This is an optimization exercise on Yosys and OpenROAD, whose aim is small area, not a production implementation.
In this exercise RTL edits were held to simulation tests only and were not proved equivalent to the original.
Power and IR drop assume default switching activity.

**flow/flow/run.sh**
```bash
#!/bin/bash
# Standard layout, with two changes picked through environment variables
# that ORFS reads: a clock tree of small clock buffers in small clusters,
# without dummy loads, and buf_2 as the port buffer.
set -euo pipefail
export CTS_ARGS="-sink_clustering_enable -repair_clock_nets -dont_use_dummy_load -buf_list sky130_fd_sc_hd__clkbuf_4 -sink_clustering_size 8 -sink_clustering_max_diameter 50"
export BUFFER_PORTS_ARGS="-buffer_cell sky130_fd_sc_hd__buf_2"
bash standard.sh > standard.log 2>&1
```
**flow/standard.sh**
```bash
#!/bin/bash
# synth_recipe.tcl (not shown) runs the flow's synth.tcl, then flattens the netlist and writes it again
# the make line also repeats each setting of config.mk as NAME=value (left out here)
make -C /OpenROAD-flow-scripts/flow DESIGN_CONFIG=/design/flow/config.mk WORK_HOME=/design/flow/orfs CLKGATE_MAP_FILE= SYNTH_SCRIPT=/design/flow/synth_recipe.tcl "${@:-finish}"
```
**flow/config.mk**
```make
export PLATFORM = sky130hd
export DESIGN_NAME = frame_frontend
export DESIGN_NICKNAME = frame_frontend
export VERILOG_FILES = /design/flow/design.v
export SDC_FILE = /design/flow/constraint.sdc
export NUM_CORES = 4
export LEC_CHECK = 0
export CAP_MARGIN = 20
export CORE_MARGIN = 2
export CORE_UTILIZATION = 60
export PLACE_DENSITY = 0.7
export SLEW_MARGIN = 20
export SYNTH_HIERARCHICAL = 1
export SYNTH_MINIMUM_KEEP_SIZE = 0
```
**flow/constraint.sdc**
```tcl
create_clock -name core_clock -period 10.0 [get_ports {clk}]
set_input_delay 2.0000 -clock core_clock [delete_from_list [all_inputs] [get_ports {clk}]]
set_output_delay 2.0000 -clock core_clock [all_outputs]
set_load 0.01 [all_outputs]
```
**flow/design.v**
```verilog
module crc8_step (
    input  wire [7:0] crc_in,
    input  wire [7:0] data,
    output wire [7:0] crc_out
);
    reg [7:0] c;
    integer i;
    always @* begin
        c = crc_in;
        for (i = 7; i >= 0; i = i - 1) begin
            if (c[7] ^ data[i])
                c = {c[6:0], 1'b0} ^ 8'h31;
            else
                c = {c[6:0], 1'b0};
        end
    end
    assign crc_out = c;
endmodule
module frame_receiver #(
    parameter [7:0] P_PRE0 = 8'hAA,
    parameter [7:0] P_PRE1 = 8'h55,
    parameter [7:0] P_SEQ  = 8'h05,
    parameter [7:0] P_ADDR = 8'h10
) (
    input  wire       clk,
    input  wire       rst,
    input  wire       rearm,
    input  wire       rx_valid,
    input  wire [7:0] rx_data,
    output wire       rx_ready,
    input  wire [7:0] pl_idx,
    output wire [2:0] state,
    output wire [4:0] flags,
    output wire [7:0] len,
    output wire [7:0] pl_len,
    output reg  [7:0] opcode,
    output wire [7:0] pl_data
);
    localparam [2:0] S_PRE   = 3'd0,
                     S_LEN   = 3'd1,
                     S_SEQ   = 3'd2,
                     S_ADDR  = 3'd3,
                     S_ACC   = 3'd4,
                     S_DONE  = 3'd5,
                     S_FAULT = 3'd6;
    localparam F_PRE = 0, F_LEN = 1, F_SEQ = 2, F_ADDR = 3, F_CRC = 4;
    localparam integer NPL = 249;   
    reg [2:0] rx_state;
    reg       got0;       
    reg [7:0] cnt;        
    reg [7:0] rx_len;
    reg [7:0] rx_crc;
    reg [4:0] rx_flags;
    reg [8*NPL-1:0] sr;   
    assign rx_ready = ~rst & ~rx_state[2] | ~rst & (rx_state == S_ACC);
    wire accept = rx_valid & rx_ready;
    wire [7:0] crc_next;
    crc8_step u_crc (.crc_in(rx_crc), .data(rx_data), .crc_out(crc_next));
    function [7:0] crc1;
        input [7:0] b;
        integer i;
        begin
            crc1 = 8'h00;
            for (i = 7; i >= 0; i = i - 1)
                crc1 = (crc1[7] ^ b[i]) ? ({crc1[6:0], 1'b0} ^ 8'h31) : {crc1[6:0], 1'b0};
        end
    endfunction
    localparam [7:0] CRC_PRE0 = crc1(P_PRE0);
    assign pl_len = rx_len - 8'd4;
    wire is_op     = &cnt;
    wire last_byte = (cnt == pl_len);
    wire in_acc    = (rx_state == S_ACC);
    wire shift     = accept & in_acc & ~last_byte;
    always @(posedge clk) begin
        if (shift)
            sr <= {sr[8*NPL-9:0], rx_data};
    end
    always @(posedge clk) begin
        if (accept & in_acc & is_op)
            opcode <= rx_data;
    end
    always @(posedge clk) begin
        if (rst || rearm) begin
            rx_state <= S_PRE;
            got0     <= 1'b0;
            cnt      <= 8'hFF;
            rx_len   <= 8'd0;
            rx_crc   <= 8'd0;
            rx_flags <= 5'd0;
        end else if (accept) begin
            if (!(in_acc && last_byte))
                rx_crc <= crc_next;
            case (rx_state)
                S_PRE: begin
                    got0 <= 1'b1;
                    if (got0) begin
                        if (rx_crc == CRC_PRE0 && rx_data == P_PRE1) begin
                            rx_state <= S_LEN;
                        end else begin
                            rx_state        <= S_FAULT;
                            rx_flags[F_PRE] <= 1'b1;
                        end
                    end
                end
                S_LEN: begin
                    rx_len <= rx_data;
                    if (rx_data >= 8'd4 && rx_data <= 8'd253) begin
                        rx_state <= S_SEQ;
                    end else begin
                        rx_state        <= S_FAULT;
                        rx_flags[F_LEN] <= 1'b1;
                    end
                end
                S_SEQ: begin
                    if (rx_data == P_SEQ) begin
                        rx_state <= S_ADDR;
                    end else begin
                        rx_state        <= S_FAULT;
                        rx_flags[F_SEQ] <= 1'b1;
                    end
                end
                S_ADDR: begin
                    if (rx_data == P_ADDR) begin
                        rx_state <= S_ACC;
                    end else begin
                        rx_state         <= S_FAULT;
                        rx_flags[F_ADDR] <= 1'b1;
                    end
                end
                S_ACC: begin
                    cnt <= cnt + 8'd1;
                    if (last_byte) begin
                        if (rx_data == rx_crc) begin
                            rx_state <= S_DONE;
                        end else begin
                            rx_state        <= S_FAULT;
                            rx_flags[F_CRC] <= 1'b1;
                        end
                    end
                end
                default: ;
            endcase
        end
    end
    wire [7:0] rd_pos = pl_len + ~pl_idx;
    assign state   = rx_state;
    assign flags   = rx_flags;
    assign len     = rx_len;
    wire [NPL-1:0] rd_sel;
    rd_decode u_dec (.pos(rd_pos), .sel(rd_sel));
    genvar b, m;
    generate
        for (b = 0; b < 8; b = b + 1) begin : g_bit
            wire [NPL/3-1:0] grp_n;
            for (m = 0; m < NPL/3; m = m + 1) begin : g_grp
                rd_aoi3 u_aoi (
                    .d0(sr[8*(3*m)   + b]), .s0(rd_sel[3*m]),
                    .d1(sr[8*(3*m+1) + b]), .s1(rd_sel[3*m+1]),
                    .d2(sr[8*(3*m+2) + b]), .s2(rd_sel[3*m+2]),
                    .y_n(grp_n[m]));
            end
            rd_or_n #(.N(NPL/3)) u_or (.a_n(grp_n), .y(pl_data[b]));
        end
    endgenerate
endmodule
module rd_decode #(
    parameter integer N = 249
) (
    input  wire [7:0]   pos,
    output wire [N-1:0] sel
);
    wire [15:0] hi_n, lo_n;
    rd_pre4 u_hi (.a(pos[7:4]), .y_n(hi_n));
    rd_pre4 u_lo (.a(pos[3:0]), .y_n(lo_n));
    genvar k;
    generate
        for (k = 0; k < N; k = k + 1) begin : g_sel
            rd_nor2 u_sel (.a(hi_n[k / 16]), .b(lo_n[k % 16]), .y(sel[k]));
        end
    endgenerate
endmodule
module rd_pre4 (
    input  wire [3:0]  a,
    output wire [15:0] y_n
);
    genvar k;
    generate
        for (k = 0; k < 16; k = k + 1) begin : g_k
            assign y_n[k] = ~(a == k);
        end
    endgenerate
endmodule
module rd_nor2 (
    input  wire a, b,
    output wire y
);
    assign y = ~(a | b);
endmodule
module rd_aoi3 (
    input  wire d0, s0, d1, s1, d2, s2,
    output wire y_n
);
    assign y_n = ~((d0 & s0) | (d1 & s1) | (d2 & s2));
endmodule
module rd_or_n #(
    parameter integer N = 83
) (
    input  wire [N-1:0] a_n,
    output wire         y
);
    assign y = ~&a_n;
endmodule
module dispatcher #(
    parameter [7:0] P_OPC_GCODE = 8'h01
) (
    input  wire       clk,
    input  wire       rst,
    input  wire       fr_complete,
    input  wire       fr_faulted,
    input  wire [4:0] fr_flags,
    input  wire [7:0] fr_opcode,
    input  wire       gc_done,
    input  wire [2:0] gc_flags,
    output wire       rearm,
    output reg        gc_start,
    output reg        res_valid,
    output reg  [1:0] res_code,
    output wire [9:0] res_flags
);
    reg       waiting;
    reg [2:0] rf_gc;
    reg       rf_unk;
    reg [4:0] rf_fr;
    wire is_gcode = (fr_opcode == P_OPC_GCODE);
    wire r_fault  = ~waiting & fr_faulted;
    wire r_unk    = ~waiting & fr_complete & ~is_gcode;
    wire r_gc     = waiting & gc_done;
    assign rearm = ~rst & (r_fault | r_unk | r_gc);
    always @(posedge clk) begin
        if (rst) begin
            waiting   <= 1'b0;
            gc_start  <= 1'b0;
            res_valid <= 1'b0;
            res_code  <= 2'd0;
            rf_gc     <= 3'd0;
            rf_unk    <= 1'b0;
            rf_fr     <= 5'd0;
        end else begin
            gc_start  <= ~waiting & fr_complete & is_gcode;
            res_valid <= r_fault | r_unk | r_gc;
            if (~waiting & fr_complete & is_gcode)
                waiting <= 1'b1;
            else if (r_gc)
                waiting <= 1'b0;
            if (r_fault | r_unk | r_gc) begin
                res_code[0] <= r_fault | (r_gc & (gc_flags != 3'b000));
                res_code[1] <= r_unk   | (r_gc & (gc_flags != 3'b000));
                rf_gc       <= r_gc ? gc_flags : 3'd0;
                rf_unk      <= r_unk;
                rf_fr       <= r_fault ? fr_flags : 5'd0;
            end
        end
    end
    assign res_flags = {rf_gc, rf_unk, 1'b0, rf_fr};
endmodule
module frame_frontend (
    input  wire       clk,
    input  wire       rst,
    input  wire       rx_valid,
    input  wire [7:0] rx_data,
    output wire       rx_ready,
    output wire [2:0] fr_state,
    output wire       fr_complete,
    output wire       fr_faulted,
    output wire [5:0] fr_flags,
    output wire [7:0] fr_opcode,
    output wire [7:0] fr_len,
    output wire [7:0] pl_len,
    input  wire [7:0] pl_idx,
    output wire [7:0] pl_data,
    output wire       gc_start,
    input  wire       gc_done,
    input  wire [2:0] gc_flags,
    output wire       res_valid,
    output wire [1:0] res_code,
    output wire [9:0] res_flags
);
    localparam [7:0] P_PRE0      = 8'hAA;
    localparam [7:0] P_PRE1      = 8'h55;
    localparam [7:0] P_SEQ       = 8'h05;
    localparam [7:0] P_ADDR      = 8'h10;
    localparam [7:0] P_OPC_GCODE = 8'h01;
    wire rearm;
    wire [4:0] flags;
    frame_receiver #(
        .P_PRE0(P_PRE0), .P_PRE1(P_PRE1), .P_SEQ(P_SEQ), .P_ADDR(P_ADDR)
    ) u_rx (
        .clk(clk), .rst(rst), .rearm(rearm),
        .rx_valid(rx_valid), .rx_data(rx_data), .rx_ready(rx_ready),
        .pl_idx(pl_idx),
        .state(fr_state), .flags(flags), .len(fr_len), .pl_len(pl_len),
        .opcode(fr_opcode), .pl_data(pl_data)
    );
    assign fr_flags    = {1'b0, flags};
    assign fr_complete = (fr_state == 3'd5);
    assign fr_faulted  = (fr_state == 3'd6);
    dispatcher #(.P_OPC_GCODE(P_OPC_GCODE)) u_dp (
        .clk(clk), .rst(rst),
        .fr_complete(fr_complete), .fr_faulted(fr_faulted),
        .fr_flags(flags), .fr_opcode(fr_opcode),
        .gc_done(gc_done), .gc_flags(gc_flags),
        .rearm(rearm),
        .gc_start(gc_start), .res_valid(res_valid),
        .res_code(res_code), .res_flags(res_flags)
    );
endmodule
```
==> metrics.cfg, run 1 <==
[status]
status = finished clean

[yosys]
yosysSeqAreaShare_pct = 84.06
async_flop_share_pct = 0
muxShareOfSynthArea_pct = 0.1569
synth_area_leaders = edfxtp_1 83%, a222oi_1 9.2%, nand4_1 1.4%
yosys.area_share.simple_pct = 4.819
synth_cell_types = 66
post-synth-top-count-cell = edfxtp_1
yosysTopAreaCellShare_pct = 82.76
synth-edff-count = 2000
yosys_warnings = 9
synth_commonest_cells = 2000 x edfxtp_1, 664 x a222oi_1, 276 x nor2_1, 167 x nand4_1, 47 x dfxtp_1
ys.flop_type = edfxtp_1
syn_avg_cell_area_um2 = 20.60
synthXorXnorAreaFrac_pct = 0.7707
synth_top_area_cell = edfxtp_1
synth_seq_cells = 2047
synth_compound_area_share_pct = 9.710
synth_nets = 3555
syn_inst = 3522
synthesis.area_um2 = 72570
synthAdderAreaFrac_pct = 0.1828
synth_top_family_by_area = compound AO/OA/AOI/OAI gates

[placement]
place_inst = 5324
gp_congestion = 0.9414
dp_hpwl_um = 122600
port_buffers = 78

[setup_path]
crit_arrival_ps = 7850
worstPathRequired_ps = 8000
critPathKind = input port to output pin
worst_setup_path_start_kind = input port
cp_max_fo = 16
setup.worst_path.end_class = output pin

[timing]
setup_viol = 0
holdWs_ps = 404.7
rsz0062_at_grt = yes
period_needed_ps = 9853
max_freq_mhz = 101.5
slew_viol_final = 0
max_slew.worst_pin.slew_ps = 1184
finClkSkew_ps = 67.57
finalCritPeriodShare_pct = 98.53
hold_viol_final = 0
slew_headroom_pct = 21.05

[global_route]
grt_pass1_wl_um = 264700
grt_pass1_vias = 39550
overflow = 0
grt_max_degree = 198
track_usage_pct = 29.60
antenna_found_initial = 3

[detailed_routing]
highest_layer = met4
via_count = 42310
ant_nets = 0
first_pass_iters = 15
wl_met2_um = 81150
drc = 0
vias_per_cell = 7.497
routed_wl_um = 184300
wl_met1_um = 69660
met3_length_um = 26710
drtIter0Drc = 9985
wl_per_cell_um = 32.65

[floorplanning]
start_util_pct = 60.49
dieArea_um2 = 123700
dieHeight_um = 351.8
io_pins = 81
core_area_um2 = 120000
die_w_um = 351.8
num_rows = 127

[clock_tree]
htree_num_levels = 5
worst_skew_pair.late_latency_ps = 1300
clk_pin_slew_ps = 80
post_cts_buffers = 0
cts_hold_buf = 0
clock_path_buffers = 4
clockRootBuffer = clkbuf_4
clock-sinks = 2047
cts_tree = yes
cts_buffers = 307

[cells_and_area]
syn_to_final_growth_pct = 8.121
final_cells = 5643
nFillCells = 7994
drive_gt1_share_pct = 14.28
final_nets = 4054

[power_and_ir_drop]
power_density_nw_per_um2 = 178.8
p_leak_nw = 24.01
max-vdd-ir-drop_v = 0.0001280

[worst_hold_path]
hp-class = register to register

[flow_run]
cap_viol_max_count = 0

## cell families (layout without fill, tap and decap cells)
kind of cell,after synthesis,after routing
flops,2047,2047
compound gates,723,723
simple gates,633,633
xor+xnor,53,53
buf+inv,43,540
mux,11,11
fa+ha+maj,10,10
other cells,2,14
## routing by layer
metal	GRT usage [%]	vias up
li1	-	17090
met1	43.51	21110
met2	42.51	3714
met3	8.660	393
met4	11.09	0
met5	0	-
## placed cells by master (no fill, tap or decap), types with 10 or more instances in the layout
| cell type | count |
|---|---|
| or4_1 | 17 |
| nor3_1 | 12 |
| o21ai_0 | 19 |
| nor4_1 | 27 |
| nand3b_1 | 10 |
| a21oi_1 | 13 |
| nand2_1 | 28 |
| inv_1 | 16 |
| nor2_1 | 276 |
| xnor2_1 | 20 |
| buf_4 | 130 |
| edfxtp_1 | 2000 |
| dfxtp_1 | 47 |
| xor2_1 | 22 |
| buf_2 | 78 |
| mux2i_1 | 10 |
| nand4_1 | 167 |
| diode_2 | 12 |
| clkbuf_4 | 307 |
| nand3_1 | 22 |
| a222oi_1 | 664 |
| nand4b_1 | 11 |
## timing repair
action,CTS,global route
hold endpoints to repair,0,0
gates resized for setup,1,5
pin swaps,1,3
endpoints found under the setup margin,2,5
## worst paths after layout
path / endpoint / slack, ps / cells after the start / start
worst max-delay path: pl_data[2] / 150 / 20 / pl_idx[0]
worst min-delay path: u_rx.sr[691]$_DFFE_PP_ / 400 / 0 / u_rx.sr[683]$_DFFE_PP_
worst max register to register: u_rx.sr[683]$_DFFE_PP_ / 5480 / 9 / u_rx.rx_len[2]$_SDFFE_PP0P_
worst min register to register: u_rx.sr[691]$_DFFE_PP_ / 400 / 0 / u_rx.sr[683]$_DFFE_PP_
## Yosys stat by module (local to each module, per instance), a selection
module          area [um2]  copies in the design
frame_frontend       28.78                     1
rd_pre4              186.4                     2
rd_aoi3              10.01                   664
crc8_step            237.7                     1
rd_nor2              3.754                   249
## flip-flops by register name (all words and copies together) (netlist names)
| register | flops |
|---|---|
| u_dp.gc_start | 1 |
| u_dp.res_valid | 1 |
| u_dp.rf_gc | 3 |
| u_dp.res_code | 2 |
| u_rx.rx_crc | 8 |
| u_rx.rx_flags | 5 |
| u_dp.rf_fr | 5 |
| u_rx.got0 | 1 |
| u_rx.rx_state | 3 |
| u_dp.rf_unk | 1 |
| u_rx.sr | 1992 |
| u_rx.rx_len | 8 |
| u_rx.opcode | 8 |
| u_dp.waiting | 1 |
| u_rx.cnt | 8 |
## worst max-delay path, cell delays in order
cell,delay (ps)
buf_2,70
inv_1,30
ha_1,210
fa_1,400
a21o_1,170
a21oi_1,270
o21bai_1,100
a21oi_1,350
xnor2_4,310
nand4b_1,210
buf_4,240
nor2_1,160
a222oi_1,960
nand4_1,310
or4_1,750
nor4_1,530
buf_4,220
nand4_1,170
buf_4,220
buf_2,130
## power breakdown
group | switching (mW) | total (mW) | internal (mW) | leakage, nW
clock network | 2.63 | 4.05 | 1.42 | 1.41
logic | 0.338 | 0.505 | 0.167 | 4.20
registers | 0.0684 | 9.48 | 9.41 | 18.4
## final cells by class
type,count,area (um2),share of cell area [%]
inverters,16,60.06,0.07654
repair buffers,217,1546,1.971
flip-flops and latches,2047,61000,77.74
multi-input cells,1432,11510,14.66
diodes,12,30.03,0.03827
well taps,1612,2017,2.571
clock buffers,307,2305,2.937
## per-stage QoR
| step | util, % | TNS [ps] | setup WS (ps) | power [mW] | area (um2) |
|---|---|---|---|---|---|
| after CTS | 65.35 | 0 | 201.0 | 14.12 | 78400 |
| final | 65.40 | 0 | 146.8 | 14.03 | 78460 |
| after floorplan | - | - | -39780 | 10.08 | 72590 |
| after detailed placement | 63.42 | -34.57 | -18.75 | 10.16 | 76090 |
| after global routing | 65.39 | -117.4 | -117.4 | 14.51 | 78450 |
| after global placement | 63.40 | 0 | 45.55 | 10.15 | 76060 |
==> run 2, diff against run 1 <==
==> flow/run.sh (new file) <==
#!/bin/bash
# synth_recipe.tcl (not shown) runs the flow's synth.tcl, then flattens the netlist and writes it again
# the make line also repeats each setting of config.mk as NAME=value (left out here)
make -C /OpenROAD-flow-scripts/flow DESIGN_CONFIG=/design/flow/config.mk WORK_HOME=/design/flow/orfs CLKGATE_MAP_FILE= SYNTH_SCRIPT=/design/flow/synth_recipe.tcl finish
--- a/flow/config.mk
+++ b/flow/config.mk
@@ -8,6 +8,9 @@
 export CAP_MARGIN = 20
 export CORE_MARGIN = 2
 export CORE_UTILIZATION = 60
+export CTS_BUF_LIST = sky130_fd_sc_hd__clkbuf_4
+export CTS_CLUSTER_DIAMETER = 50
+export CTS_CLUSTER_SIZE = 8
 export PLACE_DENSITY = 0.7
 export SLEW_MARGIN = 20
 export SYNTH_HIERARCHICAL = 1
removed: flow/flow/run.sh
removed: flow/standard.sh
==> run 2 against run 1 <==
Net effect:
- combinational power increased by 3%
- sequential cell count unchanged
- sequential power hardly changed
- area after synthesis is the same
- register-to-register slack improved by 330 ps
- cell area rose by 0.91%
- still clean on timing, DRC and antenna
- highest routed layer is now met5
- clock-buffer cell count up 24
- critical path type unchanged
- power up 2.0%
- setup slack better by 30 ps
- maximum frequency increased by 0.30%
- core utilization increased by 0.60 points
- sequential share of layout area down 0.70 points
==> metrics.cfg, run 2 <==
[cells_and_area]
syn_to_final_growth_pct = 9.109
final_nets = 4049
layout_common_cells = 2000 x edfxtp_1, 664 x a222oi_1, 331 x clkbuf_4
regMostFlops = u_rx.sr
largest_reg_flops = 1992
nFillCells = 7938
final_common_cell = edfxtp_1
drive_gt1_share_pct = 12.97
design_area_um2 = 79180

[detailed_routing]
drtIter0Drc = 10050
via_count = 41920
ant_nets = 0
first_pass_iters = 14
wl_per_cell_um = 32.24
vias_per_cell = 7.393
routed_wl_um = 182800
drc = 0

[placement]
dpl-instance-area_um2 = 76430
port_buffers = 78
dp_hpwl_um = 121500
dpl_worst_slack_ps = -141.6
gp_congestion = 0.9735

[timing]
finClkSkew_ps = 69.82
slew_viol_final = 0
fin_ws_ps = 176.4
rsz0062_at_grt = no
setup_viol = 0
max_freq_mhz = 101.8
finalCritPeriodShare_pct = 98.24
slew_headroom_pct = 26.57
period_needed_ps = 9824
max_slew.worst_pin.slew_ps = 1102
hold_viol_final = 0

[floorplanning]
num_rows = 127
start_util_pct = 60.49
core_area_um2 = 120000
dieArea_um2 = 123700
io_pins = 81
dieHeight_um = 351.8
die_w_um = 351.8

[setup_path]
crit-reg2reg-launch = u_rx.rx_len[2]$_SDFFE_PP0P_
critPathKind = input port to output pin
worst_setup_path_start_kind = input port
cp_num_buf_inv = 3
cp_max_fo = 16
worstPathRequired_ps = 8000
crit_arrival_ps = 7820
worstPathCellList = clkdlybuf4s50_1 -> inv_1 -> ha_1 -> fa_1 -> a21o_1 -> a21oi_2 -> o21bai_1 -> a21oi_2 -> xnor2_4 -> or4b_1 -> nor2_1 -> a222oi_1 -> nand4_1 -> nor4_1 -> nand4_1 -> clkdlybuf4s50_1
cpPeakStageDelay_ps = 780
setup.worst_path.end_class = output pin
crit_family = simple AND/OR/NAND/NOR gates
cpMaxStageDelayCell = or4b_1
startpoint = pl_idx[0]

[clock_tree]
clk_pin_slew_ps = 90
clock-sinks = 2047
cts_buffers = 307
clock_path_buffers = 4
htree_num_levels = 5
cts_tree = yes
worst_skew_pair.late_latency_ps = 1280
clockRootBuffer = clkbuf_4

[yosys]
yosys.area_share.simple_pct = 4.819
syn_avg_cell_area_um2 = 20.60
muxShareOfSynthArea_pct = 0.1569
yosys_warnings = 9
yosysTopAreaCellShare_pct = 82.76
synth_area_leaders = edfxtp_1 83%, a222oi_1 9.2%, nand4_1 1.4%
synthAdderAreaFrac_pct = 0.1828
synth_cell_types = 66
post-synth-top-count-cell = edfxtp_1
synth_seq_cells = 2047
synthXorXnorAreaFrac_pct = 0.7707
synth-edff-count = 2000
syn_inst = 3522
synth_commonest_cells = 2000 x edfxtp_1, 664 x a222oi_1, 276 x nor2_1, 167 x nand4_1, 47 x dfxtp_1
synth_nets = 3555
synth_compound_area_share_pct = 9.710
synth_top_area_cell = edfxtp_1
synthesis.area_um2 = 72570
async_flop_share_pct = 0
ys.flop_type = edfxtp_1
synth_top_family_by_area = compound AO/OA/AOI/OAI gates
yosysSeqAreaShare_pct = 84.06

[worst_hold_path]
holdCritStartpoint = u_rx.sr[1929]$_DFFE_PP_
hp-class = register to register

[global_route]
overflow = 0
antenna_found_initial = 7
track_usage_pct = 29.21
grt_pass1_vias = 38820
grt_max_degree = 205
grt_pass1_wl_um = 260900

[flow_run]
cap_viol_max_count = 0

[power_and_ir_drop]
p_leak_nw = 24.15
max-vdd-ir-drop_v = 0.0001325
power_density_nw_per_um2 = 180.7

[status]
status = finished clean

-- run 2: cell counts after synthesis --
Identical to the previous run, type by type.
-- run 2: repair_timing --
action,4_1_cts,5_1_grt
buffers inserted,0,3
pin swaps,1,5
resized for setup,2,7
hold buffers,0,0
setup endpoints to repair,2,8
-- run 2: path summary, 6_finish.rpt --
path	endpoint	slack [ps]	cells after the start
setup / recovery	pl_data[5]	180	16
hold / removal	u_rx.sr[1937]$_DFFE_PP_	410	0
setup reg to reg	u_rx.sr[1146]$_DFFE_PP_	5810	10
hold reg to reg	u_rx.sr[1937]$_DFFE_PP_	410	0
-- run 2: final cells by class --
| class | instances | area (um2) | share of cell area [%] |
|---|---|---|---|
| Antenna cell | 10 | 25.02 | 0.03160 |
| Clock buffer | 331 | 2485 | 3.138 |
| Clock inverter | 11 | 151.4 | 0.1912 |
| Inverter | 16 | 60.06 | 0.07585 |
| Multi-Input combinational cell | 1432 | 11490 | 14.51 |
| Sequential cell | 2047 | 61000 | 77.04 |
| Tap cell | 1612 | 2017 | 2.547 |
| Timing Repair Buffer | 212 | 1952 | 2.465 |
-- run 2: per-stage QoR --
stage               hold WS (ps)  cells  total power [mW]  TNS, ps  util (%)
CTS                        408.0   5658             14.38   -27.91     65.92
floorplan                  426.0   3522             10.08        -         -
global placement           428.0   5316             10.16   -204.1     63.70
finish                     406.1   5671             14.31        0     66.00
global route               414.0   5668             14.76        0     65.99
detailed placement         432.8   5316             10.17   -204.7     63.71
-- run 2: cell families (layout without fill, tap and decap cells) --
group / after synthesis / after routing
compound gates: 723 / 723
xor+xnor: 53 / 53
fa+ha+maj: 10 / 10
buf+inv: 43 / 570
flops: 2047 / 2047
mux: 11 / 11
other cells: 2 / 12
simple gates: 633 / 633
-- run 2: metal layers --
metal  vias to the layer above  wire length, um  GRT usage (%)
met3                       488            26090          6.730
met5                         -               55              0
li1                      17130                -              -
met1                     20730            70270          44.73
met4                         8             8047          12.59
met2                      3571            78390          40.72
-- run 2: modules after synthesis (local to each module, per instance), excerpt --
module | copies in the design | flops+latches | cells inside
crc8_step | 1 | 0 | 22
rd_pre4 | 2 | 0 | 20
frame_frontend | 1 | 0 | 4
rd_aoi3 | 664 | 0 | 1
rd_nor2 | 249 | 0 | 1
-- run 2: power breakdown --
group	internal, mW	total [mW]	leakage, nW	switching, mW
logic	0.184	0.520	4.15	0.335
clock network	1.63	4.31	1.60	2.68
registers	9.41	9.47	18.4	0.0680
==> run 3, diff against run 2 <==
--- a/flow/design.v
+++ b/flow/design.v
@@ -48,10 +48,9 @@
     reg [2:0] rx_state;
     reg       got0;       
     reg [7:0] cnt;        
-    reg [7:0] rx_len;
+    reg [7:0] rx_pll;     
     reg [7:0] rx_crc;
     reg [4:0] rx_flags;
-    reg [8*NPL-1:0] sr;   
     assign rx_ready = ~rst & ~rx_state[2] | ~rst & (rx_state == S_ACC);
     wire accept = rx_valid & rx_ready;
     wire [7:0] crc_next;
@@ -66,15 +65,28 @@
         end
     endfunction
     localparam [7:0] CRC_PRE0 = crc1(P_PRE0);
-    assign pl_len = rx_len - 8'd4;
+    assign pl_len = rx_pll;
     wire is_op     = &cnt;
     wire last_byte = (cnt == pl_len);
     wire in_acc    = (rx_state == S_ACC);
     wire shift     = accept & in_acc & ~last_byte;
-    always @(posedge clk) begin
-        if (shift)
-            sr <= {sr[8*NPL-9:0], rx_data};
-    end
+    wire shift_n   = ~shift;
+    wire [NPL-1:0] rd_sel;
+    genvar b;
+    generate
+        for (b = 0; b < 8; b = b + 1) begin : g_col
+            reg  [NPL-1:0] col;
+            wire [NPL-1:0] col_nxt;
+            sr_hold #(.N(NPL)) u_hold (
+                .q(col), .d({col[NPL-2:0], rx_data[b]}),
+                .en(shift), .en_n(shift_n), .y(col_nxt));
+            always @(posedge clk)
+                col <= col_nxt;
+            wire [NPL/3-1:0] grp_n;
+            rd_leaves #(.NPL(NPL)) u_leaves (.d(col), .sel(rd_sel), .y_n(grp_n));
+            rd_or_tree u_or (.a_n(grp_n), .y(pl_data[b]));
+        end
+    endgenerate
     always @(posedge clk) begin
         if (accept & in_acc & is_op)
             opcode <= rx_data;
@@ -84,7 +96,7 @@
             rx_state <= S_PRE;
             got0     <= 1'b0;
             cnt      <= 8'hFF;
-            rx_len   <= 8'd0;
+            rx_pll   <= 8'hFC;    
             rx_crc   <= 8'd0;
             rx_flags <= 5'd0;
         end else if (accept) begin
@@ -103,7 +115,7 @@
                     end
                 end
                 S_LEN: begin
-                    rx_len <= rx_data;
+                    rx_pll <= rx_data - 8'd4;
                     if (rx_data >= 8'd4 && rx_data <= 8'd253) begin
                         rx_state <= S_SEQ;
                     end else begin
@@ -145,23 +157,8 @@
     wire [7:0] rd_pos = pl_len + ~pl_idx;
     assign state   = rx_state;
     assign flags   = rx_flags;
-    assign len     = rx_len;
-    wire [NPL-1:0] rd_sel;
+    assign len     = rx_pll + 8'd4;
     rd_decode u_dec (.pos(rd_pos), .sel(rd_sel));
-    genvar b, m;
-    generate
-        for (b = 0; b < 8; b = b + 1) begin : g_bit
-            wire [NPL/3-1:0] grp_n;
-            for (m = 0; m < NPL/3; m = m + 1) begin : g_grp
-                rd_aoi3 u_aoi (
-                    .d0(sr[8*(3*m)   + b]), .s0(rd_sel[3*m]),
-                    .d1(sr[8*(3*m+1) + b]), .s1(rd_sel[3*m+1]),
-                    .d2(sr[8*(3*m+2) + b]), .s2(rd_sel[3*m+2]),
-                    .y_n(grp_n[m]));
-            end
-            rd_or_n #(.N(NPL/3)) u_or (.a_n(grp_n), .y(pl_data[b]));
-        end
-    endgenerate
 endmodule
 module rd_decode #(
     parameter integer N = 249
@@ -183,10 +180,17 @@
     input  wire [3:0]  a,
     output wire [15:0] y_n
 );
+    wire [3:0] a_n;
     genvar k;
     generate
+        for (k = 0; k < 4; k = k + 1) begin : g_inv
+            g_inv u_inv (.a(a[k]), .y(a_n[k]));
+        end
         for (k = 0; k < 16; k = k + 1) begin : g_k
-            assign y_n[k] = ~(a == k);
+            g_nand4 u_nand (
+                .a(k & 1 ? a[0] : a_n[0]), .b(k & 2 ? a[1] : a_n[1]),
+                .c(k & 4 ? a[2] : a_n[2]), .d(k & 8 ? a[3] : a_n[3]),
+                .y(y_n[k]));
         end
     endgenerate
 endmodule
@@ -196,19 +200,61 @@
 );
     assign y = ~(a | b);
 endmodule
-module rd_aoi3 (
-    input  wire d0, s0, d1, s1, d2, s2,
-    output wire y_n
+module rd_leaves #(
+    parameter integer NPL = 249
+) (
+    input  wire [NPL-1:0]   d,
+    input  wire [NPL-1:0]   sel,
+    output wire [NPL/3-1:0] y_n
 );
-    assign y_n = ~((d0 & s0) | (d1 & s1) | (d2 & s2));
+    wire [NPL-1:0] t = d & sel;
+    genvar m;
+    generate
+        for (m = 0; m < NPL / 3; m = m + 1) begin : g_m
+            assign y_n[m] = ~|t[3*m +: 3];
+        end
+    endgenerate
 endmodule
-module rd_or_n #(
-    parameter integer N = 83
+module rd_or_tree (
+    input  wire [82:0] a_n,
+    output wire        y
+);
+    wire [20:0] part;
+    genvar k;
+    generate
+        for (k = 0; k < 20; k = k + 1) begin : g_k
+            g_nand4 u_nand (.a(a_n[4*k]), .b(a_n[4*k+1]), .c(a_n[4*k+2]), .d(a_n[4*k+3]), .y(part[k]));
+        end
+    endgenerate
+    g_nand3 u_last (.a(a_n[80]), .b(a_n[81]), .c(a_n[82]), .y(part[20]));
+    rd_or21 u_or (.a(part), .y(y));
+endmodule
+module rd_or21 (
+    input  wire [20:0] a,
+    output wire        y
+);
+    assign y = |a;
+endmodule
+module g_nand4 (input wire a, b, c, d, output wire y); assign y = ~(a & b & c & d); endmodule
+module g_nand3 (input wire a, b, c, output wire y); assign y = ~(a & b & c); endmodule
+module g_nand2 (input wire a, b, output wire y); assign y = ~(a & b); endmodule
+module g_nor4 (input wire a, b, c, d, output wire y); assign y = ~(a | b | c | d); endmodule
+module g_nor3 (input wire a, b, c, output wire y); assign y = ~(a | b | c); endmodule
+module g_nor2 (input wire a, b, output wire y); assign y = ~(a | b); endmodule
+module g_or4 (input wire a, b, c, d, output wire y); assign y = a | b | c | d; endmodule
+module g_or3 (input wire a, b, c, output wire y); assign y = a | b | c; endmodule
+module g_or2 (input wire a, b, output wire y); assign y = a | b; endmodule
+module g_inv (input wire a, output wire y); assign y = ~a; endmodule
+module sr_hold #(
+    parameter integer N = 249
 ) (
-    input  wire [N-1:0] a_n,
-    output wire         y
+    input  wire [N-1:0] q,
+    input  wire [N-1:0] d,
+    input  wire         en,
+    input  wire         en_n,
+    output wire [N-1:0] y
 );
-    assign y = ~&a_n;
+    assign y = (q & {N{en_n}}) | (d & {N{en}});
 endmodule
 module dispatcher #(
     parameter [7:0] P_OPC_GCODE = 8'h01
==> flow/flow/run.sh (new file) <==
#!/bin/bash
# Standard layout, with two changes picked through environment variables
# that ORFS reads: a clock tree of small clock buffers in small clusters,
# without dummy loads, and buf_1 as the port buffer.
set -euo pipefail
export CTS_ARGS="-sink_clustering_enable -repair_clock_nets -dont_use_dummy_load -buf_list sky130_fd_sc_hd__clkbuf_4 -sink_clustering_size 10 -sink_clustering_max_diameter 45"
export BUFFER_PORTS_ARGS="-buffer_cell sky130_fd_sc_hd__buf_1"
bash standard.sh > standard.log 2>&1
==> flow/standard.sh (new file) <==
#!/bin/bash
# synth_recipe.tcl (not shown) runs the flow's synth.tcl, then flattens the netlist and writes it again
# the make line also repeats each setting of config.mk as NAME=value (left out here)
make -C /OpenROAD-flow-scripts/flow DESIGN_CONFIG=/design/flow/config.mk WORK_HOME=/design/flow/orfs CLKGATE_MAP_FILE= SYNTH_SCRIPT=/design/flow/synth_recipe.tcl "${@:-finish}"
==> flow/config.mk (replaced) <==
export PLATFORM = sky130hd
export DESIGN_NAME = frame_frontend
export DESIGN_NICKNAME = frame_frontend
export VERILOG_FILES = /design/flow/design.v
export SDC_FILE = /design/flow/constraint.sdc
export NUM_CORES = 4
export LEC_CHECK = 0
export CAP_MARGIN = 20
export CORE_MARGIN = 2
export CORE_UTILIZATION = 55
export PLACE_DENSITY = 0.65
export SETUP_SLACK_MARGIN = 0.3
export SLEW_MARGIN = 20
export SYNTH_HIERARCHICAL = 1
export SYNTH_MINIMUM_KEEP_SIZE = 0
removed: flow/run.sh
==> run 3 against run 2 <==
Net effect:
- final cell count grew 36%
- still clean
- clock power shrank 16%
- sequential power shrank 13%
==> metrics.cfg, run 3 <==
[floorplanning]
dieHeight_um = 372.3
die_w_um = 372.3
io_pins = 81
num_rows = 135
core_area_um2 = 135000
start_util_pct = 55.27
dieArea_um2 = 138600

[cells_and_area]
design_area_um2 = 75340
final_nets = 5984
syn_to_final_growth_pct = 1.010
largest_reg_flops = 1992
final_common_cell = dfxtp_1
layout_common_cells = 2039 x dfxtp_1, 1992 x a22o_1, 664 x a222oi_1
final_cells = 7737
regMostFlops = u_rx.g_col.col
drive_gt1_share_pct = 6.424
fin_util_pct = 55.83

[setup_path]
cp_max_fo = 9
setup.worst_path.end_class = output pin
critPathKind = input port to output pin
worst_setup_path_start_kind = input port
crit_arrival_ps = 7490
worstPathRequired_ps = 8000

[clock_tree]
clk_pin_slew_ps = 100
clockRootBuffer = clkbuf_4
cts_hold_buf = 0
cts_buffers = 232
clock-sinks = 2047
worst_skew_pair.late_latency_ps = 1280
clock_path_buffers = 3
cts_tree = yes
htree_num_levels = 4

[placement]
dp_hpwl_um = 133600
dpl-instance-area_um2 = 73320
place_inst = 7485
dpl_worst_slack_ps = 17.28
gp_congestion = 0.9348
port_buffers = 78

[yosys]
synthesis.area_um2 = 74590
async_flop_share_pct = 0
yosysSeqAreaShare_pct = 55.05
syn_avg_cell_area_um2 = 12.45
synth_area_leaders = dfxtp_1 55%, a22o_1 23%, a222oi_1 8.9%
synth_seq_cells = 2047
synth_nets = 6025
synth_commonest_cells = 2039 x dfxtp_1, 1992 x a22o_1, 664 x a222oi_1, 392 x buf_6, 275 x nor2_1
ys.flop_type = dfxtp_1
yosys_warnings = 9
syn_inst = 5989
yosysTopAreaCellShare_pct = 54.72
synth-edff-count = 8
post-synth-top-count-cell = dfxtp_1
synth_top_area_cell = dfxtp_1
synth_cell_types = 64

[worst_hold_path]
hp-class = register to register

[global_route]
antenna_found_initial = 3
grt_max_degree = 233
track_usage_pct = 28.65
grt_pass1_wl_um = 312300
overflow = 0
grt_pass1_vias = 49640

[timing]
max_freq_mhz = 105.4
setup_viol = 0
period_needed_ps = 9489
hold_viol_final = 0
fin_ws_ps = 511.3
slew_viol_final = 0
finalSetupTns_ps = 0
finClkSkew_ps = 130.0
rsz0062_at_grt = no
finalCritPeriodShare_pct = 94.89
max_slew.worst_pin.slew_ps = 1121
holdWs_ps = 427.5
slew_headroom_pct = 25.27

[flow_run]
cap_viol_max_count = 0

[power_and_ir_drop]
power_density_nw_per_um2 = 162.9
power_mw = 12.27
max-vdd-ir-drop_v = 0.0001415
p_leak_nw = 27.26

[detailed_routing]
drc = 0
wl_per_cell_um = 26.92
first_pass_iters = 15
drtIter0Drc = 10190
vias_per_cell = 7.225
via_count = 55900
ant_nets = 0
routed_wl_um = 208300

[status]
status = finished clean

run 3: changes by cell type after synthesis, moves of 15 or more:
cell	change
nand4_1	+40
xnor2_1	+15
edfxtp_1	-1992
dfxtp_1	+1992
buf_6	+389
buf_2	+53
a22o_1	+1992
run 3: power breakdown:
group          internal (mW)  total [mW]  leakage (nW)  switching [mW]
clock                   1.06        3.61          1.07            2.56
sequential              8.19        8.23          16.5          0.0391
combinational          0.148       0.434          9.71           0.286
run 3: modules after synthesis, one instance, submodules excluded, excerpt:
module / area, um2 / cells inside
g_nand3: 5.005 / 1
g_inv: 3.754 / 1
rd_or21: 45.04 / 7
frame_frontend: 28.78 / 4
rd_nor2: 3.754 / 1
g_nand4: 6.256 / 1
run 3: final cells by class:
| type | count | area [um2] |
|---|---|---|
| sequential | 2047 | 41060 |
| multi-input combinational | 3445 | 28740 |
| timing repair buffer | 193 | 1430 |
| fill | 11520 | 59620 |
| tap | 1781 | 2228 |
| antenna | 10 | 25.02 |
| inverter | 29 | 116.4 |
| clock buffer | 232 | 1742 |
run 3: kinds of logic (layout without fill, tap and decap cells):
kind of cell               count (synthesis)  count (layout)  share of synthesized area [%]
buffers and inverters                    497             454                          6.579
DFF                                     2047            2047                          55.05
xor gates and xnor gates                  55              55                         0.7062
other                                      2              12                        0.01007
adders and majority gates                 13              13                         0.2281
and+or+nand+nor                          639             639                          4.405
AOI/OAI and AO/OA                       2732            2732                          32.97
muxes                                      4               4                        0.05871
run 3: per-layer routing:
| layer | global-route usage, % | vias up | share of wire (%) |
|---|---|---|---|
| met5 | 0 | - | 0.0043 |
| li1 | - | 25060 | - |
| met1 | 41.92 | 27740 | 44 |
| met3 | 4.976 | 467 | 8.1 |
| met4 | 11.50 | 2 | 3.9 |
| met2 | 41.72 | 2634 | 44 |
run 3: worst paths after layout:
kind | startpoint | endpoint | slack, ps | cells past startpoint
worst max-delay path | pl_idx[1] | pl_data[2] | 510 | 16
worst min-delay path | u_rx.g_col[0].col[226]$_DFF_P_ | u_rx.g_col[0].col[227]$_DFF_P_ | 430 | 1
worst max register to register | u_rx.rx_pll[6]$_SDFFE_PP1P_ | u_rx.g_col[5].col[37]$_DFF_P_ | 5140 | 8
worst min register to register | u_rx.g_col[0].col[226]$_DFF_P_ | u_rx.g_col[0].col[227]$_DFF_P_ | 430 | 1
run 3: timing repair:
action                     4_1_cts  5_1_grt
setup endpoints to repair        7        8
setup buffers                    3        7
resized for setup                8        9
pin swaps                        3        5
run 3: critical path, stage by stage:
cell and delay [ps]:
buf_1 150, inv_1 70, ha_1 290, a21o_1 190, a21oi_1 250, xnor2_2 280
inv_1 270, nand4_1 690, buf_4 370, nor2_1 250, a222oi_1 410, nand4_1 370
nor4_2 610, nand4_1 440, or4_1 610, buf_1 190
==> run 4, diff against run 3 <==
--- a/flow/config.mk
+++ b/flow/config.mk
@@ -8,7 +8,7 @@
 export CAP_MARGIN = 20
 export CORE_MARGIN = 2
 export CORE_UTILIZATION = 55
-export PLACE_DENSITY = 0.65
+export PLACE_DENSITY = 0.8
 export SETUP_SLACK_MARGIN = 0.3
 export SLEW_MARGIN = 20
 export SYNTH_HIERARCHICAL = 1
==> run 4 against run 3 <==
Net effect:
- first-iteration DRC count increased by 8.4%
- largest cell class unchanged
- non-clock buffer count increased by 11
- die area unchanged
- worst hold slack got worse by 5.3 ps
- critical path depth unchanged
- power decreased by 0.37%
- global-route usage decreased by 1.5 points
==> metrics.cfg, run 4 <==
[global_route]
overflow = 0
grt_pass1_wl_um = 301700
grt_max_degree = 278
grt_pass1_vias = 50960
antenna_found_initial = 5
track_usage_pct = 27.14

[placement]
dpl-instance-area_um2 = 73270
port_buffers = 78
dp_hpwl_um = 127400
dpl_worst_slack_ps = -32.74
place_inst = 7478
gp_congestion = 0.9385

[clock_tree]
clock-sinks = 2047
worst_skew_pair.late_latency_ps = 1250
htree_num_levels = 4
clock_path_buffers = 3
clockRootBuffer = clkbuf_4
cts_tree = yes
cts_buffers = 229
clk_pin_slew_ps = 110

[timing]
max_slew.worst_pin.slew_ps = 1218
holdWs_ps = 422.2
slew_headroom_pct = 18.55
slew_viol_final = 0
finClkSkew_ps = 151.3
period_needed_ps = 9708
fin_ws_ps = 291.6
rsz0062_at_grt = no
max_freq_mhz = 103.0
finalSetupTns_ps = 0
finalCritPeriodShare_pct = 97.08
hold_viol_final = 0
setup_viol = 0

[floorplanning]
start_util_pct = 55.27
dieHeight_um = 372.3
num_rows = 135
io_pins = 81
dieArea_um2 = 138600
core_area_um2 = 135000
die_w_um = 372.3

[yosys]
yosys_warnings = 9
yosysSeqAreaShare_pct = 55.05
syn_avg_cell_area_um2 = 12.45
synth_nets = 6025
synth-edff-count = 8
yosysTopAreaCellShare_pct = 54.72
ys.flop_type = dfxtp_1
syn_inst = 5989
post-synth-top-count-cell = dfxtp_1
synth_top_area_cell = dfxtp_1
synth_area_leaders = dfxtp_1 55%, a22o_1 23%, a222oi_1 8.9%
synth_commonest_cells = 2039 x dfxtp_1, 1992 x a22o_1, 664 x a222oi_1, 392 x buf_6, 275 x nor2_1
async_flop_share_pct = 0
synthesis.area_um2 = 74590
synth_cell_types = 64
synth_seq_cells = 2047

[setup_path]
cpMaxStageDelayCell = nand4_1
critPathKind = input port to output pin
timing.rr.end = u_rx.g_col[7].col[62]$_DFF_P_
setup.worst_path.end_class = output pin
crit_family = simple AND/OR/NAND/NOR gates
worstPathRequired_ps = 8000
cp.depth = 16
cp_max_fo = 9
worstPathCellList = buf_1 -> inv_1 -> ha_1 -> a21o_1 -> a21oi_1 -> xnor2_1 -> inv_1 -> nand4_1 -> buf_4 -> nor2_1 -> a222oi_1 -> nand3_1 -> nor3_1 -> nand4_1 -> or4_1 -> buf_1
startpoint = pl_idx[1]
reg2reg_slack_ps = 5520
crit-reg2reg-launch = u_rx.rx_pll[6]$_SDFFE_PP1P_
endpoint = pl_data[6]
crit_arrival_ps = 7710
r2r_cells = 7
worst_setup_path_start_kind = input port
cp_num_buf_inv = 5
cpPeakStageDelay_ps = 760

[detailed_routing]
drc = 0
first_pass_iters = 13
wl_per_cell_um = 25.68
drtIter0Drc = 11050
ant_nets = 0
vias_per_cell = 7.317
via_count = 56620
routed_wl_um = 198700

[cells_and_area]
syn_to_final_growth_pct = 1.077
drive_gt1_share_pct = 6.298
final_common_cell = dfxtp_1
final_cells = 7739
largest_reg_flops = 1992
final_nets = 5992
design_area_um2 = 75390
nFillCells = 11030
layout_common_cells = 2039 x dfxtp_1, 1992 x a22o_1, 664 x a222oi_1
regMostFlops = u_rx.g_col.col
fin_util_pct = 55.86

[power_and_ir_drop]
internal_power_mw = 9.386
power_mw = 12.23
power_density_nw_per_um2 = 162.2
switchingPower_mw = 2.842
clkPwrFrac_pct = 29.1
combPwrFrac_pct = 3.6
p_sw_share_pct = 23.24
max-vdd-ir-drop_v = 0.0001158
pwr-share-seq_pct = 67.3
p_leak_nw = 27.31

[flow_run]
cap_viol_max_count = 0

[worst_hold_path]
hp-class = register to register

[status]
status = finished clean

run 4: cell counts after synthesis:
Identical to the previous run, type by type.
run 4: what timing repair did:
action,in CTS,in global routing
gates cloned,0,0
setup endpoints to repair,3,8
pin swaps,1,5
gates resized for setup,1,2
hold buffers,0,0
setup buffers,8,18
run 4: power by group through the flow:
stage	registers, mW	clock network [mW]	logic [mW]
after CTS	8.23	3.62	0.414
after detailed placement	8.41	0	0.407
after global routing	8.23	3.93	0.468
final	8.23	3.56	0.441
after global placement	8.41	0	0.398
after floorplan	8.40	0	0.346
run 4: per-module statistics from Yosys, one instance, submodules excluded, excerpt:
| module | times used | cell area, um2 | cells |
|---|---|---|---|
| frame_frontend | 1 | 28.78 | 4 |
| g_nand4 | 192 | 6.256 | 1 |
| rd_nor2 | 249 | 3.754 | 1 |
| g_inv | 8 | 3.754 | 1 |
| g_nand3 | 8 | 5.005 | 1 |
| crc8_step | 1 | 237.7 | 22 |
| rd_or21 | 8 | 45.04 | 7 |
run 4: cell type report:
type	count	area, um2	share of cell area [%]
Antenna cell	4	10.01	0.01328
Clock buffer	229	1719	2.280
Inverter	29	116.4	0.1543
Multi-Input combinational cell	3445	28650	38.00
Timing Repair Buffer	204	1608	2.133
Sequential cell	2047	41060	54.46
Tap cell	1781	2228	2.956
run 4: kinds of logic (layout without fill, tap and decap cells):
kind of cell	Yosys count	count (layout)	synth area share [%]
other	2	6	0.01007
buffers and inverters	497	462	6.579
DFF	2047	2047	55.05
xor gates and xnor gates	55	55	0.7062
muxes	4	4	0.05871
and+or+nand+nor	639	639	4.405
adders and majority gates	13	13	0.2281
AOI/OAI and AO/OA	2732	2732	32.97
run 4: how the worst min path moves through the flow:
stage	start	to	slack [ps]	cells past startpoint
finish	u_rx.g_col[3].col[53]$_DFF_P_	u_rx.g_col[3].col[54]$_DFF_P_	420	1
global route	u_rx.g_col[6].col[27]$_DFF_P_	u_rx.g_col[6].col[28]$_DFF_P_	420	1
floorplan	u_dp.rf_unk$_SDFFE_PP0P_	u_dp.rf_unk$_SDFFE_PP0P_	440	2
CTS	u_rx.g_col[6].col[27]$_DFF_P_	u_rx.g_col[6].col[28]$_DFF_P_	430	1
detailed placement	u_rx.g_col[7].col[248]$_DFF_P_	u_rx.g_col[7].col[248]$_DFF_P_	470	1
global placement	u_dp.rf_unk$_SDFFE_PP0P_	u_dp.rf_unk$_SDFFE_PP0P_	450	2
run 4: routing by layer:
layer  part of all wire [%]  global-route usage [%]  vias to the layer above
met5                 0.0065                       0                        -
met4                    4.3                   12.48                        2
met3                     10                   5.461                      484
met2                     43                   39.54                     3151
met1                     42                   38.61                    27920
li1                       -                       -                    25070
==> run 5, diff against run 4 <==
--- a/flow/config.mk
+++ b/flow/config.mk
@@ -8,7 +8,7 @@
 export CAP_MARGIN = 20
 export CORE_MARGIN = 2
 export CORE_UTILIZATION = 55
-export PLACE_DENSITY = 0.8
+export PLACE_DENSITY = 0.72
 export SETUP_SLACK_MARGIN = 0.3
 export SLEW_MARGIN = 20
 export SYNTH_HIERARCHICAL = 1
==> run 5 against run 4 <==
Net effect:
- still clean on timing, DRC and antenna
- synthesized cell count unchanged
- cell area about the same
- sequential share of layout area is 0.054 points higher
- critical path depth stayed put
- largest power group unchanged
==> metrics.cfg, run 5 <==
[timing]
fin_ws_ps = 275.1
finalSetupTns_ps = 0
setup_viol = 0
holdWs_ps = 421.3
slew_headroom_pct = 17.14
rsz0062_at_grt = no
finClkSkew_ps = 188.0
max_slew.worst_pin.slew_ps = 1243
slew_viol_final = 0
hold_viol_final = 0
max_freq_mhz = 102.8
finalCritPeriodShare_pct = 97.25
period_needed_ps = 9725

[detailed_routing]
via_count = 55960
routed_wl_um = 199300
ant_nets = 0
drc = 0
vias_per_cell = 7.234
first_pass_iters = 13
wl_per_cell_um = 25.76
drtIter0Drc = 10290

[yosys]
syn_avg_cell_area_um2 = 12.45
async_flop_share_pct = 0
synth-edff-count = 8
synth_top_area_cell = dfxtp_1
yosysSeqAreaShare_pct = 55.05
synth_commonest_cells = 2039 x dfxtp_1, 1992 x a22o_1, 664 x a222oi_1, 392 x buf_6, 275 x nor2_1
syn_inst = 5989
ys.flop_type = dfxtp_1
synth_nets = 6025
synth_area_leaders = dfxtp_1 55%, a22o_1 23%, a222oi_1 8.9%
synthesis.area_um2 = 74590
yosysTopAreaCellShare_pct = 54.72
yosys_warnings = 9
synth_seq_cells = 2047
post-synth-top-count-cell = dfxtp_1
synth_cell_types = 64

[placement]
port_buffers = 78
dpl-instance-area_um2 = 73200
dpl_worst_slack_ps = -116.6
place_inst = 7474
dp_hpwl_um = 127400
gp_congestion = 0.9194

[cells_and_area]
nFillCells = 11350
design_area_um2 = 75320
final_nets = 5987
layout_common_cells = 2039 x dfxtp_1, 1992 x a22o_1, 664 x a222oi_1
final_cells = 7736
final_common_cell = dfxtp_1
largest_reg_flops = 1992
syn_to_final_growth_pct = 0.9763
fin_util_pct = 55.81
drive_gt1_share_pct = 6.354
regMostFlops = u_rx.g_col.col

[floorplanning]
core_area_um2 = 135000
io_pins = 81
num_rows = 135
dieArea_um2 = 138600
dieHeight_um = 372.3
die_w_um = 372.3
start_util_pct = 55.27

[setup_path]
setup.worst_path.end_class = output pin
cp_max_fo = 9
r2r_cells = 9
startpoint = pl_idx[1]
reg2reg_slack_ps = 5310
crit-reg2reg-launch = u_rx.rx_pll[3]$_SDFFE_PP1P_
worst_setup_path_start_kind = input port
timing.rr.end = u_rx.g_col[6].col[67]$_DFF_P_
crit_arrival_ps = 7720
worstPathRequired_ps = 8000
critPathKind = input port to output pin

[clock_tree]
clk_pin_slew_ps = 100
clockRootBuffer = clkbuf_4
cts_tree = yes
htree_num_levels = 4
clock_path_buffers = 3
worst_skew_pair.late_latency_ps = 1300
cts_buffers = 231
clock-sinks = 2047

[global_route]
grt_pass1_vias = 50430
track_usage_pct = 27.30
antenna_found_initial = 5
grt_max_degree = 268
overflow = 0
grt_pass1_wl_um = 302000

[flow_run]
cap_viol_max_count = 0

[power_and_ir_drop]
power_density_nw_per_um2 = 162.4
power_mw = 12.23
p_leak_nw = 27.27
max-vdd-ir-drop_v = 0.0001044

[worst_hold_path]
holdCritStartpoint = u_rx.g_col[6].col[221]$_DFF_P_
hold_end = u_rx.g_col[6].col[222]$_DFF_P_
hp-class = register to register
min_path_cells = 1

[status]
status = finished clean

[run 5: cell types whose count changed in the layout (fill, tap and decap cells not counted)]
cell | previous run | this run
xnor2_2 | 2 | 5
nor4_2 | 2 | 8
diode_2 | 4 | 6
buf_16 | 1 | 2
buf_6 | 3 | 1
xnor2_1 | 39 | 36
clkbuf_4 | 229 | 231
nor4_4 | 1 | 0
nor4_1 | 25 | 20
buf_4 | 95 | 97
buf_12 | 27 | 19
[run 5: repair_timing]
| item | CTS | global route |
|---|---|---|
| resized for setup | 4 | 5 |
| pin swaps | 3 | 6 |
| endpoints found under the setup margin | 8 | 8 |
| hold buffers | 0 | 0 |
| buffers inserted | 7 | 16 |
[run 5: cell families (layout without fill, tap and decap cells)]
group / after synthesis / in the layout / synth area share, %
xor gates and xnor gates: 55 / 55 / 0.7062
AOI/OAI and AO/OA: 2732 / 2732 / 32.97
and+or+nand+nor: 639 / 639 / 4.405
buffers and inverters: 497 / 457 / 6.579
other: 2 / 8 / 0.01007
DFF: 2047 / 2047 / 55.05
adders and majority gates: 13 / 13 / 0.2281
muxes: 4 / 4 / 0.05871
[run 5: worst max-delay path: stages]
cell	delay, ps
buf_1	220
inv_1	90
ha_1	280
a21o_1	150
a21oi_1	130
xnor2_2	660
inv_1	320
nand4_1	440
buf_4	360
nor2_1	210
a222oi_1	690
nand4_1	330
nor4_2	580
nand4_1	420
or4_1	630
buf_1	180
[run 5: worst max-delay path by stage]
stage | endpoint | slack (ps)
6_report | pl_data[0] | 280
5_1_grt | pl_data[0] | 310
4_1_cts | pl_data[4] | 230
3_5_place_dp | pl_data[4] | -120
3_3_place_gp | pl_data[4] | -20
2_1_floorplan | pl_data[0] | 2350
[run 5: routing by layer]
layer  vias up  global-route usage, %  wire length [um]
li1      25010                      -                 -
met1     27850                  39.69             87550
met2      2643                  39.91             86700
met3       460                  4.684             17000
met4         4                  11.35              7989
met5         -                      0                22
[run 5: where the power goes]
group	switching [mW]	internal (mW)
Combinational	0.284	0.150
Sequential	0.0398	8.19
Clock	2.52	1.05
[run 5: per-module statistics from Yosys (local to each module, per instance), a selection]
module	area, um2	flip-flops and latches	copies in the design	cells inside
crc8_step	237.7	0	1	22
g_nand3	5.005	0	8	1
g_inv	3.754	0	8	1
g_nand4	6.256	0	192	1
rd_or21	45.04	0	8	7
frame_frontend	28.78	0	1	4
rd_nor2	3.754	0	249	1
[run 5: area by class of cell]
| class | count | area (um2) | area share, % |
|---|---|---|---|
| Sequential cell | 2047 | 41060 | 54.51 |
| Multi-Input combinational cell | 3445 | 28700 | 38.10 |
| Tap cell | 1781 | 2228 | 2.959 |
| Clock buffer | 231 | 1734 | 2.302 |
| Timing Repair Buffer | 197 | 1468 | 1.949 |
| Inverter | 29 | 116.4 | 0.1545 |
| Antenna cell | 6 | 15.01 | 0.01993 |
==> run 6, diff against run 5 <==
--- a/flow/config.mk
+++ b/flow/config.mk
@@ -7,7 +7,7 @@
 export LEC_CHECK = 0
 export CAP_MARGIN = 20
 export CORE_MARGIN = 2
-export CORE_UTILIZATION = 55
+export CORE_UTILIZATION = 62
 export PLACE_DENSITY = 0.72
 export SETUP_SLACK_MARGIN = 0.3
 export SLEW_MARGIN = 20
==> run 6 against run 5 <==
Net effect:
- still clean
- via count is 0.46% lower
- non-clock buffer count is 13 higher
- final cell count is 2.1% lower
- global-route usage is 3.7 points higher
- core utilization is 7.0 points higher
- largest power group unchanged
==> metrics.cfg, run 6 <==
[status]
status = finished clean

[detailed_routing]
via_count = 55700
drtIter0Drc = 10610
vias_per_cell = 7.351
routed_wl_um = 199800
wl_per_cell_um = 26.36
drc = 0
first_pass_iters = 14
ant_nets = 0

[yosys]
synthAdderAreaFrac_pct = 0.2281
synth-edff-count = 8
syn_avg_cell_area_um2 = 12.45
synth_nets = 6025
synth_area_leaders = dfxtp_1 55%, a22o_1 23%, a222oi_1 8.9%
muxShareOfSynthArea_pct = 0.05871
ys.flop_type = dfxtp_1
synth_seq_cells = 2047
synthXorXnorAreaFrac_pct = 0.7062
yosysTopAreaCellShare_pct = 54.72
synth_top_area_cell = dfxtp_1
synth_commonest_cells = 2039 x dfxtp_1, 1992 x a22o_1, 664 x a222oi_1, 392 x buf_6, 275 x nor2_1
synth_cell_types = 64
yosys_warnings = 9
yosys.area_share.simple_pct = 4.405
async_flop_share_pct = 0
synth_top_family_by_area = compound AO/OA/AOI/OAI gates
yosysSeqAreaShare_pct = 55.05
synth_compound_area_share_pct = 32.97
post-synth-top-count-cell = dfxtp_1
syn_inst = 5989
synthesis.area_um2 = 74590

[timing]
finalSetupTns_ps = 0
max_freq_mhz = 103.8
rsz0062_at_grt = no
slew_headroom_pct = 18.47
max_slew.worst_pin.slew_ps = 1219
setup_viol = 0
holdWs_ps = 450.5
fin_ws_ps = 363.3
finalCritPeriodShare_pct = 96.37
hold_viol_final = 0
finClkSkew_ps = 103.1
slew_viol_final = 0
period_needed_ps = 9637

[setup_path]
cpMaxStageDelayCell = nand4_1
critPathKind = input port to output pin
worstPathRequired_ps = 8000
reg2reg_slack_ps = 5770
worst_setup_path_start_kind = input port
cp_max_fo = 9
setup.worst_path.end_class = output pin
crit_arrival_ps = 7640
cpPeakStageDelay_ps = 910
cpMostUsedCell = nand4_1
worstPathCellList = buf_1 -> inv_1 -> ha_1 -> a21o_1 -> a21oi_1 -> xnor2_2 -> inv_1 -> nand4_1 -> nor2_1 -> a222oi_1 -> nand4_1 -> nor4_1 -> buf_4 -> nand4_1 -> buf_4 -> or4_1 -> buf_1

[cells_and_area]
syn_to_final_growth_pct = 0.7716
final_common_cell = dfxtp_1
multi_input_area_um2 = 28650
regMostFlops = u_rx.g_col.col
nFillCells = 9644
drive_gt1_share_pct = 6.378
layout_common_cells = 2039 x dfxtp_1, 1992 x a22o_1, 664 x a222oi_1
fin_util_pct = 62.82
seqCellArea_um2 = 41060
final_nets = 5996
largest_reg_flops = 1992

[clock_tree]
clockRootBuffer = clkbuf_4
clock-sinks = 2047
clock_path_buffers = 3
cts_hold_buf = 0
clk_pin_slew_ps = 110
worst_skew_pair.late_latency_ps = 1330
htree_num_levels = 4
cts_tree = yes
cts_buffers = 227

[floorplanning]
dieArea_um2 = 123100
core_area_um2 = 119700
start_util_pct = 62.34
dieHeight_um = 350.9
die_w_um = 350.9
num_rows = 127
io_pins = 81

[placement]
gp_congestion = 0.9615
dpl_worst_slack_ps = 414.1
dp_hpwl_um = 127200
port_buffers = 78

[power_and_ir_drop]
clkPwrFrac_pct = 29.2
switchingPower_mw = 2.850
power_density_nw_per_um2 = 162.6
p_leak_nw = 27.33
pwr-share-seq_pct = 67.3
max-vdd-ir-drop_v = 0.0001476
combPwrFrac_pct = 3.5
p_sw_share_pct = 23.32
internal_power_mw = 9.373

[global_route]
grt_pass1_wl_um = 303700
antenna_found_initial = 4
overflow = 0
grt_pass1_vias = 50310
track_usage_pct = 30.99
grt_max_degree = 266

[flow_run]
cap_viol_max_count = 0

[worst_hold_path]
hp-class = register to register

## run 6: logic make-up after synthesis
| kind of cell | count (synthesis) |
|---|---|
| DFF | 2047 |
| AOI/OAI and AO/OA | 2732 |
| xor gates and xnor gates | 55 |
| muxes | 4 |
| buffers and inverters | 497 |
| other | 2 |
| adders and majority gates | 13 |
| and+or+nand+nor | 639 |
## run 6: worst paths after layout
check | startpoint | to | depth (start not counted)
max | pl_idx[1] | pl_data[2] | 17
min | u_rx.g_col[1].col[238]$_DFF_P_ | u_rx.g_col[1].col[239]$_DFF_P_ | 1
max reg2reg | u_rx.rx_pll[6]$_SDFFE_PP1P_ | u_rx.g_col[4].col[243]$_DFF_P_ | 7
min reg2reg | u_rx.g_col[1].col[238]$_DFF_P_ | u_rx.g_col[1].col[239]$_DFF_P_ | 1
## run 6: metrics by stage
stage / area, um2 / power, mW / instances
floorplan: 74590 / 8.749 / 5989
global placement: 73280 / 8.823 / 7332
detailed placement: 73280 / 8.828 / 7332
CTS: 74990 / 12.28 / 7559
global route: 75160 / 12.64 / 7573
finish: 75170 / 12.22 / 7577
## run 6: power groups by stage
stage / sequential [mW] / combinational, mW / clock [mW]
2_1_floorplan: 8.40 / 0.346 / 0
3_3_place_gp: 8.42 / 0.408 / 0
3_5_place_dp: 8.42 / 0.412 / 0
4_1_cts: 8.23 / 0.414 / 3.64
5_1_grt: 8.24 / 0.460 / 3.94
6_report: 8.23 / 0.430 / 3.56
## run 6: critical path, delay by kind of cell
family | cells | cell delay, ps
buf+inv | 6 | 1160
compound gates | 3 | 660
xor+xnor | 1 | 580
fa+ha+maj | 1 | 280
simple gates | 6 | 2920
## run 6: layer usage
metal	global-route usage [%]	share of wire [%]
met5	0	0
met4	13.28	4.0
met3	5.663	9.0
met2	44.12	43
met1	45.84	44
## run 6: modules after synthesis, one instance, submodules excluded, a selection
| module | times used | cell area, um2 |
|---|---|---|
| g_nand3 | 8 | 5.005 |
| rd_or21 | 8 | 45.04 |
| g_nand4 | 192 | 6.256 |
| crc8_step | 1 | 237.7 |
| g_inv | 8 | 3.754 |
| rd_nor2 | 249 | 3.754 |
| frame_frontend | 1 | 28.78 |
## run 6: cell type report
class	count	share of cell area, %
Antenna cell	7	0.02330
Multi-Input combinational cell	3445	38.12
Clock buffer	227	2.267
Timing Repair Buffer	210	2.129
Inverter	29	0.1548
Sequential cell	2047	54.63
Tap cell	1612	2.683
## run 6: what timing repair did
action / in CTS / in global routing
buffers inserted: 0 / 11
resized for setup: 0 / 2
setup endpoints to repair: 0 / 8

## re-timing with driven ports
Ports are ideal in the flow. The routed layouts listed here were re-timed in OpenROAD. Step 1 assumes that a clkbuf_16 drives the clock port and a buf_2 every other input. Step 2 also shifts input and output timing later by t, the mid clock arrival at the registers, as if the neighbouring blocks saw the same clock. Slacks: no drivers / after step 1 / after step 2; pairs: no drivers / after step 1.
run | t, ns | slack for setup (ns) | hold WS [ns]
run 1 | 1.328 | 0.147 / 0.127 / 0.127 | 0.405 / 0.405 / 0.405
run 2 | 1.321 | 0.176 / 0.153 / 0.153 | 0.406 / 0.406 / 0.406
run 3 | 1.296 | 0.511 / 0.473 / 0.473 | 0.428 / 0.428 / 0.428
run 4 | 1.265 | 0.292 / 0.270 / 0.270 | 0.422 / 0.422 / 0.422
run 5 | 1.292 | 0.275 / 0.244 / 0.244 | 0.421 / 0.421 / 0.421
run 6 | 1.348 | 0.363 / 0.337 / 0.337 | 0.450 / 0.450 / 0.450
After both steps setup and hold are still met in every run listed. For run 3, which loses most, drivers alone change the setup slack by -0.038 ns; drivers and shift together by -0.038 ns.
